This is an optimization exercise on Yosys and OpenROAD, whose aim is small area, a short achievable clock period and few clock cycles, not a production implementation. At most, simulation tests tie the RTL to the original design; equivalence was not proved. Power and IR drop assume default switching activity.

==> flow/design.v <==
module phpb_serial (
    input  wire        clk,
    input  wire        rst,             
    input  wire        cfg_guard_en,    
    input  wire [16:0] cfg_max_len,     
    input  wire        cfg_drop_zero,   
    input  wire        rx_in_valid,
    output wire        rx_in_ready,
    input  wire [7:0]  rx_in_data,
    input  wire        rx_in_last,      
    output wire        rx_out_valid,
    input  wire        rx_out_ready,
    output wire [7:0]  rx_out_data,
    output wire        rx_out_sop,
    output wire        rx_out_eop,
    output wire [47:0] rx_out_hdr,      
    output wire [16:0] rx_out_tlen,     
    input  wire        tx_in_valid,
    output wire        tx_in_ready,
    input  wire [7:0]  tx_in_data,
    output wire        tx_out_valid,
    input  wire        tx_out_ready,
    output wire [7:0]  tx_out_data,
    output reg  [15:0] cnt_rx_pkt,
    output reg  [15:0] cnt_malformed,
    output reg  [15:0] cnt_zero_drop
);
    reg [15:0] m;           
    reg        g_never;     
    reg        g_always;    
    reg        dz;
    always @(posedge clk) begin
        m        <= cfg_max_len[15:0] - 16'd7;
        g_never  <= !cfg_guard_en || (cfg_max_len >= 17'd65542);
        g_always <= cfg_guard_en && (cfg_max_len < 17'd7);
        dz       <= cfg_drop_zero;
    end
    reg       rdy;
    reg       ib_v, i2_v;
    reg [7:0] ib_d, i2_d;
    reg       ib_l, i2_l;
    reg       ib_ff, i2_ff;
    reg       ib_00, i2_00;
    reg       ib_gt, i2_gt;     
    wire take  = rx_in_valid && rdy;
    wire in_ff = (rx_in_data == 8'hFF);
    wire in_00 = (rx_in_data == 8'h00);
    wire in_gt = (rx_in_data > m[7:0]);
    assign rx_in_ready = rdy;
    reg        pend;        
    reg        body;        
    reg        disc;        
    reg        drop;        
    reg [2:0]  hc;          
    reg [4:0]  tt;          
    reg [4:0]  ct;          
    reg [39:0] sr;          
    reg        tl_a, tl_b;  
    reg        zf;          
    reg [16:0] remain;      
    reg        rend;        
    reg        ov, osop, oeop;
    reg [7:0]  od;
    reg        ev_pkt, ev_mal, ev_zero;
    wire hdr = !body && !disc;
    wire other  = !ib_ff && !ib_00;
    wire absorb = !pend && ib_ff;           
    wire split  = pend && other;            
    wire [7:0] tdata = pend ? {8{!ib_00}} : ib_d;
    wire tlast  = ib_l && !split;
    wire tgt_lo = split ? (m[7:0] != 8'hFF) : ib_gt;
    wire too_long = tl_a || (tl_b && tgt_lo);
    wire [4:0] tsel = tt & ~{1'b0, tt[4:1]};
    wire [7:0] top_byte = ({8{tsel[0]}} & sr[7:0])   | ({8{tsel[1]}} & sr[15:8])  |
                          ({8{tsel[2]}} & sr[23:16]) | ({8{tsel[3]}} & sr[31:24]) |
                          ({8{tsel[4]}} & sr[39:32]);
    wire [16:0] tlen_new = {1'b0, sr[7:0], tdata} + 17'd7;
    wire hc5   = (hc == 3'd5);
    wire ofree = !ov || rx_out_ready;
    wire room = !tt[4] || (ofree && ct[0]);
    wire acc = ib_v && (absorb || disc ||
                        (hdr  && (hc5 ? (!ct[0] && ofree) : room)) ||
                        (body && (drop || ofree || (!tt[4] && !osop))));
    wire tok      = acc && !absorb;             
    wire push     = tok && (hdr || (body && !drop));
    wire complete = tok && hdr && hc5;
    wire zdrop    = dz && zf;
    wire hdr_ok   = complete && !too_long && !zdrop;
    wire hdr_bad  = complete && too_long;
    wire btok     = tok && body;
    wire body_end = btok && rend;
    wire cons     = acc && !split;
    wire load     = ofree && (ct[0] || hdr_ok);
    wire bpush    = push && body;
    wire       n_pend = acc ? absorb : pend;
    wire       n_body = complete ? !too_long : (body && !body_end);
    wire       n_disc = complete ? (too_long && !tlast) : (disc && !(acc && tlast));
    wire       n_drop = complete ? zdrop : drop;
    wire [2:0] n_hc   = complete ? 3'd0 : ((tok && hdr) ? hc + 3'd1 : hc);
    wire       n_ov   = load || (ov && !rx_out_ready);
    wire [4:0] n_tt   = (complete && !hdr_ok) ? 5'd0 :
                        (push && !load)      ? {tt[3:0], 1'b1} :
                        (load && !push)      ? {1'b0, tt[4:1]} : tt;
    wire [4:0] n_ct   = hdr_ok              ? 5'b11111 :
                        (bpush && !load)     ? {ct[3:0], 1'b1} :
                        (load && !bpush)     ? {1'b0, ct[4:1]} : ct;
    wire       ib_free = !ib_v || cons;
    wire       n_ibv   = ib_free ? (i2_v || take) : 1'b1;
    wire       n_i2v   = !ib_free && (i2_v || take);
    always @(posedge clk) begin
        if (ib_free) begin
            if (i2_v) begin
                ib_d  <= i2_d;
                ib_l  <= i2_l;
                ib_ff <= i2_ff;
                ib_00 <= i2_00;
                ib_gt <= i2_gt;
            end else if (take) begin
                ib_d  <= rx_in_data;
                ib_l  <= rx_in_last;
                ib_ff <= in_ff;
                ib_00 <= in_00;
                ib_gt <= in_gt;
            end
        end else if (take) begin
            i2_d  <= rx_in_data;
            i2_l  <= rx_in_last;
            i2_ff <= in_ff;
            i2_00 <= in_00;
            i2_gt <= in_gt;
        end
        if (push)
            sr <= {sr[31:0], tdata};
        if (tok && hdr) begin
            if (hc == 3'd0) zf <= (tdata == 8'h00);
            if (hc == 3'd4) begin
                tl_a <= g_always || (!g_never && (tdata > m[15:8]));
                tl_b <= !g_always && !g_never && (tdata == m[15:8]);
            end
        end
        if (complete) begin
            remain <= tlen_new;
            rend   <= (sr[7:0] == 8'h00) && (tdata == 8'h00);
        end else if (btok) begin
            remain <= remain - 17'd1;
            rend   <= (remain == 17'd8);
        end
        if (load) begin
            od   <= top_byte;
            osop <= hdr_ok;
            oeop <= !body && ct[0] && !ct[1];
        end
        if (rst) begin
            rdy      <= 1'b1;
            ib_v     <= 1'b0;
            i2_v     <= 1'b0;
            pend     <= 1'b0;
            body     <= 1'b0;
            disc     <= 1'b0;
            drop     <= 1'b0;
            hc       <= 3'd0;
            tt       <= 5'd0;
            ct       <= 5'd0;
            ov       <= 1'b0;
            ev_pkt   <= 1'b0;
            ev_mal   <= 1'b0;
            ev_zero  <= 1'b0;
        end else begin
            rdy      <= !n_i2v;
            ib_v     <= n_ibv;
            i2_v     <= n_i2v;
            pend     <= n_pend;
            body     <= n_body;
            disc     <= n_disc;
            drop     <= n_drop;
            hc       <= n_hc;
            tt       <= n_tt;
            ct       <= n_ct;
            ov       <= n_ov;
            ev_pkt   <= body_end && !drop;
            ev_mal   <= hdr_bad;
            ev_zero  <= body_end && drop;
        end
    end
    always @(posedge clk) begin
        if (rst) begin
            cnt_rx_pkt    <= 16'd0;
            cnt_malformed <= 16'd0;
            cnt_zero_drop <= 16'd0;
        end else begin
            if (ev_pkt && cnt_rx_pkt != 16'hFFFF)
                cnt_rx_pkt <= cnt_rx_pkt + 16'd1;
            if (ev_mal && cnt_malformed != 16'hFFFF)
                cnt_malformed <= cnt_malformed + 16'd1;
            if (ev_zero && cnt_zero_drop != 16'hFFFF)
                cnt_zero_drop <= cnt_zero_drop + 16'd1;
        end
    end
    assign rx_out_valid = ov;
    assign rx_out_data  = od;
    assign rx_out_sop   = osop;
    assign rx_out_eop   = oeop;
    assign rx_out_hdr   = {od, sr};    
    assign rx_out_tlen  = remain;
    reg       trdy;
    reg       tov;
    reg [7:0] tod;
    reg       tpv, tpb;
    reg       sv;
    reg [7:0] sd;
    wire ttake  = tx_in_valid && trdy;
    wire tofree = !tov || tx_out_ready;
    wire in_sp  = (tx_in_data == 8'hFF) || (tx_in_data == 8'h00);
    wire sd_sp  = (sd == 8'hFF) || (sd == 8'h00);
    wire tdirect = tofree && !tpv && !sv;
    reg  n_sv;
    always @(*) begin
        n_sv = sv;
        if (tofree && !tpv && sv)
            n_sv = 1'b0;
        if (ttake && !tdirect)
            n_sv = 1'b1;
    end
    assign tx_in_ready = trdy;
    always @(posedge clk) begin
        if (tofree) begin
            if (tpv) begin
                tod <= {8{tpb}};
            end else if (sv) begin
                tod <= sd_sp ? 8'hFF : sd;
                tpb <= sd[0];
            end else if (ttake) begin
                tod <= in_sp ? 8'hFF : tx_in_data;
                tpb <= tx_in_data[0];
            end
        end
        if (ttake && !tdirect)
            sd <= tx_in_data;
        if (rst) begin
            trdy <= 1'b1;
            tov  <= 1'b0;
            tpv  <= 1'b0;
            sv   <= 1'b0;
        end else begin
            if (tofree) begin
                if (tpv) begin
                    tov <= 1'b1;
                    tpv <= 1'b0;
                end else if (sv) begin
                    tov <= 1'b1;
                    tpv <= sd_sp;
                end else if (ttake) begin
                    tov <= 1'b1;
                    tpv <= in_sp;
                end else begin
                    tov <= 1'b0;
                end
            end
            sv   <= n_sv;
            trdy <= !n_sv;
        end
    end
    assign tx_out_valid = tov;
    assign tx_out_data  = tod;
endmodule
==> flow/config.mk <==
export PLATFORM = sky130hd
export DESIGN_NAME = phpb_serial
export DESIGN_NICKNAME = phpb_serial
export VERILOG_FILES = /design/flow/design.v
export SDC_FILE = /design/flow/constraint.sdc
export NUM_CORES = 4
export LEC_CHECK = 0
export CAP_MARGIN = 20
export CORE_MARGIN = 2
export CORE_UTILIZATION = 40
export SETUP_SLACK_MARGIN = 3.5
export SLEW_MARGIN = 20
==> flow/constraint.sdc <==
create_clock -name core_clock -period 6.0 [get_ports {clk}]
set_input_delay 1.2000 -clock core_clock [delete_from_list [all_inputs] [get_ports {clk}]]
set_output_delay 1.2000 -clock core_clock [all_outputs]
set_load 0.01 [all_outputs]
standard.sh (not shown) runs the stock make flow with config.mk's settings and CLKGATE_MAP_FILE= SYNTH_SCRIPT=/design/flow/synth_recipe.tcl, a recipe that flattens the netlist after the stock synthesis.
==> flow/flow/run.sh <==
#!/bin/bash
# Standard layout, with the port buffers made from buf_2 cells instead of the
# resizer's default choice. Full tool output goes to flow_standard.log.
set -euo pipefail
export BUFFER_PORTS_ARGS="-buffer_cell sky130_fd_sc_hd__buf_2"
bash standard.sh > flow_standard.log 2>&1
Testbench counts at the start, summed over its fixed seeds: cycles 121,481.
Then changed:
--- a/flow/design.v
+++ b/flow/design.v
@@ -25,16 +25,9 @@
     output reg  [15:0] cnt_malformed,
     output reg  [15:0] cnt_zero_drop
 );
-    reg [15:0] m;           
-    reg        g_never;     
-    reg        g_always;    
-    reg        dz;
-    always @(posedge clk) begin
-        m        <= cfg_max_len[15:0] - 16'd7;
-        g_never  <= !cfg_guard_en || (cfg_max_len >= 17'd65542);
-        g_always <= cfg_guard_en && (cfg_max_len < 17'd7);
-        dz       <= cfg_drop_zero;
-    end
+    wire [15:0] m        = cfg_max_len[15:0] - 16'd7;    
+    wire        g_never  = !cfg_guard_en || (cfg_max_len >= 17'd65542);
+    wire        g_always = cfg_guard_en && (cfg_max_len < 17'd7);
     reg       rdy;
     reg       ib_v, i2_v;
     reg [7:0] ib_d, i2_d;
@@ -58,10 +51,8 @@
     reg        tl_a, tl_b;  
     reg        zf;          
     reg [16:0] remain;      
-    reg        rend;        
     reg        ov, osop, oeop;
     reg [7:0]  od;
-    reg        ev_pkt, ev_mal, ev_zero;
     wire hdr = !body && !disc;
     wire other  = !ib_ff && !ib_00;
     wire absorb = !pend && ib_ff;           
@@ -84,11 +75,11 @@
     wire tok      = acc && !absorb;             
     wire push     = tok && (hdr || (body && !drop));
     wire complete = tok && hdr && hc5;
-    wire zdrop    = dz && zf;
+    wire zdrop    = zf;
     wire hdr_ok   = complete && !too_long && !zdrop;
     wire hdr_bad  = complete && too_long;
     wire btok     = tok && body;
-    wire body_end = btok && rend;
+    wire body_end = btok && (remain == 17'd7);
     wire cons     = acc && !split;
     wire load     = ofree && (ct[0] || hdr_ok);
     wire bpush    = push && body;
@@ -132,7 +123,7 @@
         if (push)
             sr <= {sr[31:0], tdata};
         if (tok && hdr) begin
-            if (hc == 3'd0) zf <= (tdata == 8'h00);
+            if (hc == 3'd0) zf <= cfg_drop_zero && (tdata == 8'h00);
             if (hc == 3'd4) begin
                 tl_a <= g_always || (!g_never && (tdata > m[15:8]));
                 tl_b <= !g_always && !g_never && (tdata == m[15:8]);
@@ -140,10 +131,8 @@
         end
         if (complete) begin
             remain <= tlen_new;
-            rend   <= (sr[7:0] == 8'h00) && (tdata == 8'h00);
         end else if (btok) begin
             remain <= remain - 17'd1;
-            rend   <= (remain == 17'd8);
         end
         if (load) begin
             od   <= top_byte;
@@ -162,9 +151,6 @@
             tt       <= 5'd0;
             ct       <= 5'd0;
             ov       <= 1'b0;
-            ev_pkt   <= 1'b0;
-            ev_mal   <= 1'b0;
-            ev_zero  <= 1'b0;
         end else begin
             rdy      <= !n_i2v;
             ib_v     <= n_ibv;
@@ -177,11 +163,11 @@
             tt       <= n_tt;
             ct       <= n_ct;
             ov       <= n_ov;
-            ev_pkt   <= body_end && !drop;
-            ev_mal   <= hdr_bad;
-            ev_zero  <= body_end && drop;
-        end
-    end
+        end
+    end
+    wire ev_pkt  = body_end && !drop;
+    wire ev_mal  = hdr_bad;
+    wire ev_zero = body_end && drop;
     always @(posedge clk) begin
         if (rst) begin
             cnt_rx_pkt    <= 16'd0;
Effect: Cell area rises slightly. Area after synthesis is lower by a few percent. Die area falls by a few percent. Sequential share of layout area fell by 4.2 points. Combinational power rose by about a fifth. Sequential power fell by roughly a tenth. Via count drops slightly. Global-route usage goes up by 0.88 points. Clock skew increases by 0.0060 ns. Synthesized cell count shrinks by a few percent. Worst setup slack gets worse by 1.1 ns. Hold slack improved by 0.0032 ns.
For the second run of this note, only the layout was checked, not whether the RTL still works.

==> afterwards: timing with drivers on the ports <==
The results above use ideal ports. As a check the final layouts listed here were re-extracted and re-timed, cells and wires unchanged.
Step 1 (the two cells are an assumption about what drives the block):
set clk [get_ports {clk}]
set_driving_cell -lib_cell sky130_fd_sc_hd__clkbuf_16 $clk
set_driving_cell -lib_cell sky130_fd_sc_hd__buf_2 [delete_from_list [all_inputs] $clk]
Step 2 adds t to the input delays and takes it off the output delays; t is the mean of the earliest and latest rising clock arrival at the registers after step 1. Input paths then give back, and output paths get back, about the clock's delay inside the block.
Slacks: ideal / step 1 / step 2; pairs: ideal / step 1.
run	t (ns)	slack for setup (ns)	hold WS [ns]
the first run	0.554	3.545 / 3.496 / 3.024	0.477 / 0.477 / 0.477
the second run	0.470	2.473 / 2.480 / 2.011	0.480 / 0.480 / 0.480
After both steps every run listed still meets setup and hold. The setup slack of the first run, which loses most, moves by -0.049 ns with the drivers and by -0.521 ns with both steps.
